This design comes from an exercise in tuning for small area, a short achievable clock period and few clock cycles on the open sky130 flow, not from production work. Where RTL was checked, it was by simulation tests only, not by an equivalence proof against the original. The flow treats the clock pin as an ideal source, which a real chip does not have. Power and IR drop assume default switching activity.

== job 6929 ==
==> flow/design.v (excerpt) <==
module blabel2_enc (
    input  wire        clk,
    input  wire        rst,
    input  wire        reg_wr,
    input  wire [7:0]  reg_addr,
    input  wire [31:0] reg_wdata,
    output wire [31:0] reg_rdata,
    output wire        busy,
    output wire        done,
    output wire        error,
    output wire        pix_req,
    output wire [15:0] pix_x,
    output wire [15:0] pix_y,
    input  wire        pix_ack,
    input  wire [7:0]  pix_r,
    input  wire [7:0]  pix_g,
    input  wire [7:0]  pix_b,
    output wire        out_valid,
    output reg  [7:0]  out_data,
    output wire        out_last,
    input  wire        out_ready
);
export LEC_CHECK = 0
export CAP_MARGIN = 20
export CORE_MARGIN = 2
export CORE_UTILIZATION = 40
export SETUP_SLACK_MARGIN = 4.9
export SLEW_MARGIN = 20
create_clock -name core_clock -period 10.0 [get_ports {clk}]
standard.sh (not shown) runs the stock make flow with config.mk's settings and CLKGATE_MAP_FILE= SYNTH_SCRIPT=/design/flow/synth_recipe.tcl, a recipe that flattens the netlist after the stock synthesis.
==> flow/flow/run.sh <==
#!/bin/bash
# Own layout flow: the standard ORFS flow (standard.sh) with
#  - synthesis through flow/synth.tcl (per-module ABC scripts, hierarchy kept
#    through ABC and flattened after, as synth_recipe.tcl does),
#  - port buffers of a given cell (BUFFER_PORTS_ARGS) instead of the default,
#  - clock tree options (CTS_ARGS) in place of ORFS's, and a post-CTS step
#    (flow/post_cts.tcl, if present) that upsizes clock buffers with slow edges.
# The make output goes to flow_make.log; ORFS keeps each step's log under orfs/logs.
set -euo pipefail
here=$(pwd)
export OWN_ABC_SCRIPT=$here/flow/abc_area.script

export OWN_CLK_SLEW_LIMIT_PS=90
export OWN_RD_PORT_BUF=buf_2
bash standard.sh SYNTH_SCRIPT=$here/flow/synth.tcl SYNTH_HIERARCHICAL=1 \
  "BUFFER_PORTS_ARGS=-buffer_cell sky130_fd_sc_hd__buf_1" \
  "CTS_ARGS=-sink_clustering_enable -repair_clock_nets -buf_list sky130_fd_sc_hd__clkbuf_4 -dont_use_dummy_load"  "POST_GLOBAL_PLACE_TCL=$here/flow/post_gpl.tcl" "POST_CTS_TCL=$here/flow/post_cts.tcl" \
  finish > $here/flow_make.log 2>&1
==> flow/flow/post_cts.tcl <==
# After CTS: upsize any clock buffer whose output slew (placement parasitics)
# exceeds a limit, so every flip-flop clock pin keeps a fast edge, then
# legalize the placement again.
estimate_parasitics -placement
set limit [expr {$::env(OWN_CLK_SLEW_LIMIT_PS) * 1e-3}]
set resized 0
foreach inst [get_cells -filter "ref_name == sky130_fd_sc_hd__clkbuf_4"] {
  set out [get_pins -of_objects $inst -filter "direction == output"]
  if {[get_property $out slew_max] > $limit} {
    replace_cell $inst [get_lib_cells sky130_fd_sc_hd__clkbuf_8]
    incr resized
  }
}
puts "own post-CTS hook: upsized $resized clock buffers"
if {$resized > 0} {
  detailed_placement
  estimate_parasitics -placement
}
==> flow/flow/post_gpl.tcl <==
# After global placement (port buffers are in): give the register read
# path's port buffers (reg_addr inputs, reg_rdata outputs) a stronger cell.
set n 0
foreach p [concat [get_ports reg_addr*] [get_ports reg_rdata*]] {
  foreach pin [get_pins -of_objects [get_nets [get_full_name $p]]] {
    set inst [get_cells -of_objects $pin]
    if {[get_property $inst ref_name] eq "sky130_fd_sc_hd__buf_1"} {
      replace_cell $inst [get_lib_cells sky130_fd_sc_hd__$::env(OWN_RD_PORT_BUF)]
      incr n
    }
  }
}
puts "own post-global-place hook: resized $n port buffers"
Other scripts of this flow, unchanged in this note and not shown: flow/flow/abc_area.script, flow/flow/synth.tcl
Testbench counts of job 6929, summed over its fixed seeds: cycles 240,949.
Relative to job 6929, the following input files were edited for job 935:
-- flow/flow/post_gpl.tcl --
<<< job 6929, line 5
  foreach pin [get_pins -of_objects [get_nets [get_full_name $p]]] {
>>> job 935, line 5
  foreach pin [get_pins -of_objects [get_nets -of_objects $p]] {
Notes after the runs:
- On share of the synthesized area in compound gates (AO/OA/AOI/OAI), job 935 and job 6929 are neck and neck.
- Share of async-settable or async-resettable flops after synthesis came out exactly the same in job 935 and job 6929.
- Comparing job 6929 against job 935, there is no change at all in count of state elements after synthesis.
- Average cell area after synthesis: job 6929 vs job 935 — no meaningful difference
- Job 935 is listed as incomplete: the tool reported an error in 3_3_place_gp and the run ended there.
- Post-synthesis share of cell area spent on and, or, nand and nor gates: job 935 vs job 6929 — no meaningful difference
## Diff of input files: job 8579 against job 935
-- flow/flow/run.sh --
<<< job 935, line 14
export OWN_RD_PORT_BUF=buf_2
>>> job 8579, line 14
<<< job 935, line 17
  "CTS_ARGS=-sink_clustering_enable -repair_clock_nets -buf_list sky130_fd_sc_hd__clkbuf_4 -dont_use_dummy_load"  "POST_GLOBAL_PLACE_TCL=$here/flow/post_gpl.tcl" "POST_CTS_TCL=$here/flow/post_cts.tcl" \
>>> job 8579, line 16
  "CTS_ARGS=-sink_clustering_enable -repair_clock_nets -buf_list sky130_fd_sc_hd__clkbuf_4 -dont_use_dummy_load"  "POST_CTS_TCL=$here/flow/post_cts.tcl" \
removed: flow/flow/post_gpl.tcl
[summary]
Comparing job 935 with job 8579, the area after synthesis came out essentially unchanged. Average instance area after synthesis: job 8579 vs job 935 identical. Going from job 935 to job 8579, top-level I/O count stayed essentially flat, horizontal extent of the die stayed essentially flat, number of standard-cell rows in the floorplan stayed essentially flat, initial core utilization stayed essentially flat, adder and majority cell fraction of the synthesized area stayed essentially flat. Across job 935 and job 8579, a clean result was obtained everywhere but in job 935. Flow for job 935 halted at 3_3_place_gp, error code STA-0100. Diff job 935..job 8579 | count of distinct cell types in the synthesized netlist | unchanged. Diff job 8579..job 935 | port buffer count | unchanged. Re synthesized cell count: no difference whatsoever between job 935 and job 8579.
Changes in job 4663 relative to job 8579:
Settings: SETUP_SLACK_MARGIN: 4.9 -> unset.
-- flow/flow/run.sh --
<<< job 8579, line 16
  "CTS_ARGS=-sink_clustering_enable -repair_clock_nets -buf_list sky130_fd_sc_hd__clkbuf_4 -dont_use_dummy_load"  "POST_CTS_TCL=$here/flow/post_cts.tcl" \
>>> job 4663, line 16
  "CTS_ARGS=-sink_clustering_enable -repair_clock_nets -buf_list sky130_fd_sc_hd__clkbuf_4 -dont_use_dummy_load"  "SETUP_SLACK_MARGIN=5.1" "POST_CTS_TCL=$here/flow/post_cts.tcl" \
### Flow results
- Per the comparison of job 4663 with job 8579, detail-routed via count per cell lower; final worst-path setup slack now smaller; cell count increased by 6 relative to the old numbers; sequential share of layout area dropped 2.0 points.
- met1 as the busiest layer in global routing was reported by job 8579, and met2 by job 4663.
Modified inputs, job 6537 compared to job 4663
Settings: SETUP_SLACK_MARGIN newly set to 4.95.
-- flow/flow/run.sh --
<<< job 4663, line 16
  "CTS_ARGS=-sink_clustering_enable -repair_clock_nets -buf_list sky130_fd_sc_hd__clkbuf_4 -dont_use_dummy_load"  "SETUP_SLACK_MARGIN=5.1" "POST_CTS_TCL=$here/flow/post_cts.tcl" \
>>> job 6537, line 16
  "CTS_ARGS=-sink_clustering_enable -repair_clock_nets -buf_list sky130_fd_sc_hd__clkbuf_4 -dont_use_dummy_load"  "POST_CTS_TCL=$here/flow/post_cts.tcl" \
==> comparison <==
- Count of buffers not belonging to the clock network in the layout is lower on job 6537
- From job 4663 to job 6537 the numbers moved as follows: final design area excluding fillers moved down, ratio of final minimum period to clock period moved down.
- Job 6537 ended with every stage complete and zero timing, DRC or antenna violations.
- Job 6537 vs. job 4663: clock network contribution to total cell area down 0.15 points, delay of the slowest cell on the worst path up 0.04 ns.
The following lists how job 7094 was set up differently from job 6537:
Settings: GPL_ROUTABILITY_DRIVEN: unset -> 0; CORE_UTILIZATION: 40 -> 50; SETUP_SLACK_MARGIN: 4.95 -> 4.9.
-- flow/flow/run.sh --
<<< job 6537, line 13
export OWN_CLK_SLEW_LIMIT_PS=90
>>> job 7094, line 13
export OWN_CLK_SLEW_LIMIT_PS=105
==> comparison <==
- Re clock network fraction of total power: job 6537 and job 7094 aren't equal, and the higher value belongs to job 6537.
- Job 7094 consumes less power than job 6537 does.
- Status: sequential cell power parity (job 6537, job 7094)
- There was hardly any difference in wire length after detailed routing between job 7094 and job 6537.

---

== violet ==
Another version of the RTL of blabel2_enc (not shown whole).
For scale: about 750 cells after synthesis, roughly 6000 sq um of cells after synthesis.
==> flow/config.mk <==
export PLATFORM = sky130hd
export DESIGN_NAME = blabel2_enc
export DESIGN_NICKNAME = blabel2_enc
export VERILOG_FILES = /design/flow/design.v
export SDC_FILE = /design/flow/constraint.sdc
export NUM_CORES = 4
export LEC_CHECK = 0
export CAP_MARGIN = 20
export CORE_MARGIN = 2
export CORE_UTILIZATION = 40
export SETUP_SLACK_MARGIN = 5
export SLEW_MARGIN = 20
==> flow/constraint.sdc <==
create_clock -name core_clock -period 10.0 [get_ports {clk}]
set_input_delay 2.0000 -clock core_clock [delete_from_list [all_inputs] [get_ports {clk}]]
set_output_delay 2.0000 -clock core_clock [all_outputs]
set_load 0.01 [all_outputs]
==> flow/flow/run.sh <==
#!/bin/bash
# Own layout flow: the standard ORFS flow (standard.sh) with
#  - synthesis through flow/synth.tcl (area-oriented ABC mapping),
#  - port buffers of a given cell (BUFFER_PORTS_ARGS) instead of the default.
set -euo pipefail
here=$(pwd)
export OWN_ABC_SCRIPT=$here/flow/abc_area.script
bash standard.sh SYNTH_SCRIPT=$here/flow/synth.tcl \
  "BUFFER_PORTS_ARGS=-buffer_cell sky130_fd_sc_hd__buf_2" finish > $here/flow_make.log 2>&1
==> flow/flow/abc_area.script <==
strash
ifraig
scorr
dc2
strash
dch -f
amap
topo
==> flow/flow/synth.tcl <==
# The standard flow's synthesis (synth_recipe.tcl) with one change: ABC maps the logic with
# the area-oriented script beside this file instead of ORFS's speed script.
# Registers are mapped before ABC runs, so they are the same as the standard flow's.
proc synth {args} { yosys synth -nofsm -noshare {*}$args }
proc abc {args} {
  set i [lsearch -exact $args -script]
  if {$i >= 0} { set args [lreplace $args [expr {$i+1}] [expr {$i+1}] $::env(OWN_ABC_SCRIPT)] }
  yosys abc {*}$args
}
source $::env(SCRIPTS_DIR)/synth.tcl
# left out here: clear keep_hierarchy, flatten, clean up, hide names made inside functions, write 1_2_yosys.v
What xenon does differently from violet at the input level:
Settings: SETUP_SLACK_MARGIN no longer set, was 5.
Notes after the runs:
Re clock network power share: xenon is 1.0 points down on violet. Compared with violet, xenon shows a lower combinational group power. Multi-input logic area (xenon / violet): 0.862. NOTE wire length of the first global-routing pass violet->xenon decreased by a few percent. Clock distribution area overhead in the final layout, xenon and violet: lower on violet. met2 routed wirelength for xenon: 8.3% down relative to violet. The global-route usage number comes out higher for violet vs xenon. xenon vs. violet: clock period minus worst slack +1.08 ns; met3 layer usage reported by global route lower; worst setup slack down 1.08 ns. xenon has met2 track demand over resource below what violet had.
Relative to xenon, the following input files were edited for lagoon:
Settings: SETUP_SLACK_MARGIN: unset -> 4.
Results
- In summary, lagoon completed successfully, with a layout that passed the timing, DRC and antenna checks.
- xenon: full flow OK, the timing, DRC and antenna checks passed
- Against xenon, lagoon comes in about 1% higher on power dissipated in the clock network.
- Compared to xenon, lagoon has wire length of the first global-routing pass about 2.7% higher.
- Compared with xenon, lagoon shows a higher detailed-placement wirelength estimate.
Function was not checked in any run of this note: the RTL went through the layout flow alone.

---

== north ==
blabel2_enc, a different RTL version from the one above (not shown whole).
For scale: about 740 cells after synthesis, ~150 I/O pins, ~0.0060 mm^2 of cells after synthesis.
Settings: LEC_CHECK=0, CAP_MARGIN=20, CORE_MARGIN=2, CORE_UTILIZATION=40, SETUP_SLACK_MARGIN=5.0, SLEW_MARGIN=20; clock period 10.0 ns.
==> flow/flow/run.sh <==
#!/bin/bash
# Own layout flow: the standard ORFS flow (standard.sh) with
#  - synthesis through flow/synth.tcl (per-module ABC scripts, hierarchy kept
#    through ABC and flattened after, as synth_recipe.tcl does),
#  - port buffers of a given cell (BUFFER_PORTS_ARGS) instead of the default,
#  - clock tree options (CTS_ARGS) in place of ORFS's, and a post-CTS step
#    (flow/post_cts.tcl, if present) that upsizes clock buffers with slow edges.
# The make output goes to flow_make.log; ORFS keeps each step's log under orfs/logs.
set -euo pipefail
here=$(pwd)
export OWN_ABC_SCRIPT=$here/flow/abc_area.script

export OWN_CLK_SLEW_LIMIT_PS=90
bash standard.sh SYNTH_SCRIPT=$here/flow/synth.tcl SYNTH_HIERARCHICAL=1 \
  "BUFFER_PORTS_ARGS=-buffer_cell sky130_fd_sc_hd__buf_1" \
  "CTS_ARGS=-sink_clustering_enable -repair_clock_nets -buf_list sky130_fd_sc_hd__clkbuf_4 -dont_use_dummy_load"  "POST_CTS_TCL=$here/flow/post_cts.tcl" \
  finish > $here/flow_make.log 2>&1
==> flow/flow/synth.tcl <==
# The standard flow's synthesis (synth_recipe.tcl) with one change: ABC maps every module
# with the area-oriented script OWN_ABC_SCRIPT instead of ORFS's speed script
# (the register read port is written as one-gate modules, each mapped on its
# own). Registers are mapped before ABC runs, so they are the same as the standard flow's.
proc synth {args} { yosys synth -nofsm -noshare {*}$args }
proc abc {args} {
  set i [lsearch -exact $args -script]
  set args [lreplace $args [expr {$i+1}] [expr {$i+1}] $::env(OWN_ABC_SCRIPT)]
  yosys abc {*}$args
}
source $::env(SCRIPTS_DIR)/synth.tcl
# left out here: clear keep_hierarchy, flatten, clean up, hide names made inside functions, write 1_2_yosys.v
Scripts as last shown in full above: flow/flow/abc_area.script, flow/flow/post_cts.tcl
> inputs changed (north -> west)
Settings: a change of SETUP_SLACK_MARGIN from 5.0 to 4.9.
From north to west the numbers moved as follows: fraction of power consumed by sequential logic increased 0.4 points; number of antenna violations at the first check in global routing essentially unchanged.
Clock power essentially unchanged between north and west.
No functional check of the RTL was part of any run of this note.

---

== cedar ==
RTL: one of the versions met above, not the one the previous note started from.
Size in the first run: roughly 740 cells after synthesis, about 110 flip-flops, ~150 I/O pins.
Settings: LEC_CHECK=0, CAP_MARGIN=20, CORE_MARGIN=2, CORE_UTILIZATION=40, SETUP_SLACK_MARGIN=4.9, SLEW_MARGIN=20; clock period 10.0 ns.
==> flow/flow/run.sh <==
#!/bin/bash
# Own layout flow: the standard ORFS flow (standard.sh) with
#  - synthesis through flow/synth.tcl (per-module ABC scripts, hierarchy kept
#    through ABC and flattened after, as synth_recipe.tcl does),
#  - port buffers of a given cell (BUFFER_PORTS_ARGS) instead of the default,
#  - clock tree options (CTS_ARGS) in place of ORFS's, and a post-CTS step
#    (flow/post_cts.tcl, if present) that upsizes clock buffers with slow edges.
# The make output goes to flow_make.log; ORFS keeps each step's log under orfs/logs.
set -euo pipefail
here=$(pwd)
export OWN_ABC_SCRIPT=$here/flow/abc_area.script

export OWN_CLK_SLEW_LIMIT_PS=105
bash standard.sh SYNTH_SCRIPT=$here/flow/synth.tcl SYNTH_HIERARCHICAL=1 \
  "BUFFER_PORTS_ARGS=-buffer_cell sky130_fd_sc_hd__buf_1" \
  "CTS_ARGS=-sink_clustering_enable -repair_clock_nets -buf_list sky130_fd_sc_hd__clkbuf_4 -dont_use_dummy_load"  "POST_CTS_TCL=$here/flow/post_cts.tcl" \
  finish > $here/flow_make.log 2>&1
Scripts as last shown in full above: flow/flow/abc_area.script, flow/flow/post_cts.tcl, flow/flow/synth.tcl
cedar went all the way through the flow, and no timing, DRC or antenna check failed.
Testbench counts of cedar, summed over its fixed seeds: cycles 240,949.
Setup changes, cedar to pepper
- swapping 4.9 for 5.0 in SETUP_SLACK_MARGIN
-- flow/flow/run.sh --
<<< cedar, line 11
export OWN_ABC_SCRIPT=$here/flow/abc_area.script

export OWN_CLK_SLEW_LIMIT_PS=105
bash standard.sh SYNTH_SCRIPT=$here/flow/synth.tcl SYNTH_HIERARCHICAL=1 \
  "BUFFER_PORTS_ARGS=-buffer_cell sky130_fd_sc_hd__buf_1" \
>>> pepper, line 11
export OWN_ABC_SCRIPT=$here/flow/abc_area.script

export OWN_CLK_SLEW_LIMIT_PS=90
bash standard.sh SYNTH_SCRIPT=$here/flow/synth.tcl SYNTH_HIERARCHICAL=1 \
  "BUFFER_PORTS_ARGS=-buffer_cell sky130_fd_sc_hd__buf_1" \
==> flow/flow/abc_area.script <==
strash
ifraig
scorr
dc2
strash
dch -f
amap -F 20 -A 20 -C 5000
topo
## What came out
Taking cedar as the reference point, the power of pepper rises by about 9%. Of cedar and pepper, pepper shows the higher count of distinct cell types in the synthesized netlist, with cedar below it. Going from cedar to pepper, clock power increased about 11%; cell count fell 19. Compared to cedar, the router laid down more metal wire for pepper. Between cedar and pepper, proportion of power drawn by the clock network is lower for cedar, pepper comes in above that. Relative area change from synthesis to final layout: pepper vs cedar up 2.0 points.
What quartz does differently from pepper at the input level:
-- flow/flow/run.sh --
<<< pepper, line 11
export OWN_ABC_SCRIPT=$here/flow/abc_area.script

export OWN_CLK_SLEW_LIMIT_PS=90
bash standard.sh SYNTH_SCRIPT=$here/flow/synth.tcl SYNTH_HIERARCHICAL=1 \
  "BUFFER_PORTS_ARGS=-buffer_cell sky130_fd_sc_hd__buf_1" \
>>> quartz, line 11
export OWN_ABC_SCRIPT=$here/flow/abc_area.script

export OWN_CLK_SLEW_LIMIT_PS=100
bash standard.sh SYNTH_SCRIPT=$here/flow/synth.tcl SYNTH_HIERARCHICAL=1 \
  "BUFFER_PORTS_ARGS=-buffer_cell sky130_fd_sc_hd__buf_1" \
==> flow/flow/abc_area.script <==
strash
ifraig
scorr
dc2
strash
dch -f
amap
topo
[summary]
Diff quartz..pepper | share of the clock period used by the worst path after layout | negligible
Critical path depth: quartz < pepper
quartz vs. pepper: count of multi-input combinational gates moved up; worst hold slack moved down; setup slack moved down.
Summary of quartz over pepper: part of the total power dissipated in the clock network went up 0.3 points; synthesized cell count went up 15; share of the final layout cell area in multi-input gates went down 0.22 points.
~same adder-cell share of the synthesized area in pepper and quartz
Area of all placed cells without fillers | quartz below pepper
Clock skew improves in quartz relative to pepper.
Input-level comparison between yarrow and quartz:
-- flow/flow/run.sh --
<<< quartz, line 11
export OWN_ABC_SCRIPT=$here/flow/abc_area.script

export OWN_CLK_SLEW_LIMIT_PS=100
bash standard.sh SYNTH_SCRIPT=$here/flow/synth.tcl SYNTH_HIERARCHICAL=1 \
  "BUFFER_PORTS_ARGS=-buffer_cell sky130_fd_sc_hd__buf_1" \
>>> yarrow, line 11
export OWN_ABC_SCRIPT=$here/flow/abc_area.script

export OWN_CLK_SLEW_LIMIT_PS=90
bash standard.sh SYNTH_SCRIPT=$here/flow/synth.tcl SYNTH_HIERARCHICAL=1 \
  "BUFFER_PORTS_ARGS=-buffer_cell sky130_fd_sc_hd__buf_1" \
Any difference in synthesized area between yarrow and quartz is small enough to ignore. Re total power: no difference whatsoever between yarrow and quartz. yarrow -> quartz: number of multi-input logic gates delta 0, exact match. Re post-route cell area: no difference whatsoever between quartz and yarrow. Diff quartz -> yarrow: wire length essentially unchanged, hold slack now sits at about the same level, required arrival time at the worst endpoint barely changed. As far as final worst setup slack goes, yarrow and quartz are indistinguishable; the numbers are identical. The power attributed to the clock group was comparable across quartz and yarrow.

==> static timing again, ports no longer ideal <==
The results above use ideal ports. As a check the final layouts listed here were re-extracted and re-timed, cells and wires unchanged. Step 1 (the two cells are an assumption about what drives the block):
set clk [get_ports {clk}]
set_driving_cell -lib_cell sky130_fd_sc_hd__clkbuf_16 $clk
set_driving_cell -lib_cell sky130_fd_sc_hd__buf_2 [delete_from_list [all_inputs] $clk]
Step 2 adds t to the input delays and takes it off the output delays; t is the mean of the earliest and latest rising clock arrival at the registers after step 1. Input paths then give back, and output paths get back, about the clock's delay inside the block. Three values: ideal, step 1, step 2; two values: the first two.
run | t (ns) | slack for setup (ns) | worst setup path at the end | latest minus earliest clock arrival (ns) | pins driven straight from the clock port
job 6929 | 0.440 | 4.975 / 4.852 / 4.733 | input to register | 0.026 / 0.027 | 1
job 8579 | 0.427 | 5.002 / 4.882 / 4.741 | input to register | 0.024 / 0.024 | 1
job 4663 | 0.436 | 4.992 / 4.951 / 4.864 | input to register | 0.030 / 0.029 | 1
job 6537 | 0.429 | 5.039 / 4.921 / 4.722 | input to register | 0.024 / 0.023 | 1
job 7094 | 0.445 | 4.990 / 4.875 / 4.648 | input to register | 0.035 / 0.035 | 1
violet | 0.461 | 4.435 / 4.403 / 4.403 | input to output | 0.007 / 0.007 | 1
xenon | 0.455 | 3.357 / 3.339 / 3.339 | input to output | 0.008 / 0.008 | 1
lagoon | 0.465 | 4.093 / 4.074 / 4.074 | input to output | 0.009 / 0.009 | 1
north | 0.440 | 5.029 / 4.935 / 4.935 | input to output | 0.025 / 0.025 | 1
west | 0.440 | 4.941 / 4.844 / 4.773 | input to register | 0.024 / 0.024 | 1
cedar | 0.429 | 5.007 / 4.889 / 4.729 | input to register | 0.029 / 0.028 | 1
pepper | 0.456 | 5.063 / 4.954 / 4.796 | input to register | 0.031 / 0.031 | 1
quartz | 0.427 | 5.056 / 4.954 / 4.883 | input to register | 0.024 / 0.023 | 1
yarrow | 0.427 | 5.056 / 4.954 / 4.883 | input to register | 0.024 / 0.023 | 1
After both steps every run listed still meets setup and hold. For job 7094, which loses most, drivers alone change the setup slack by -0.115 ns; drivers and shift together by -0.342 ns.
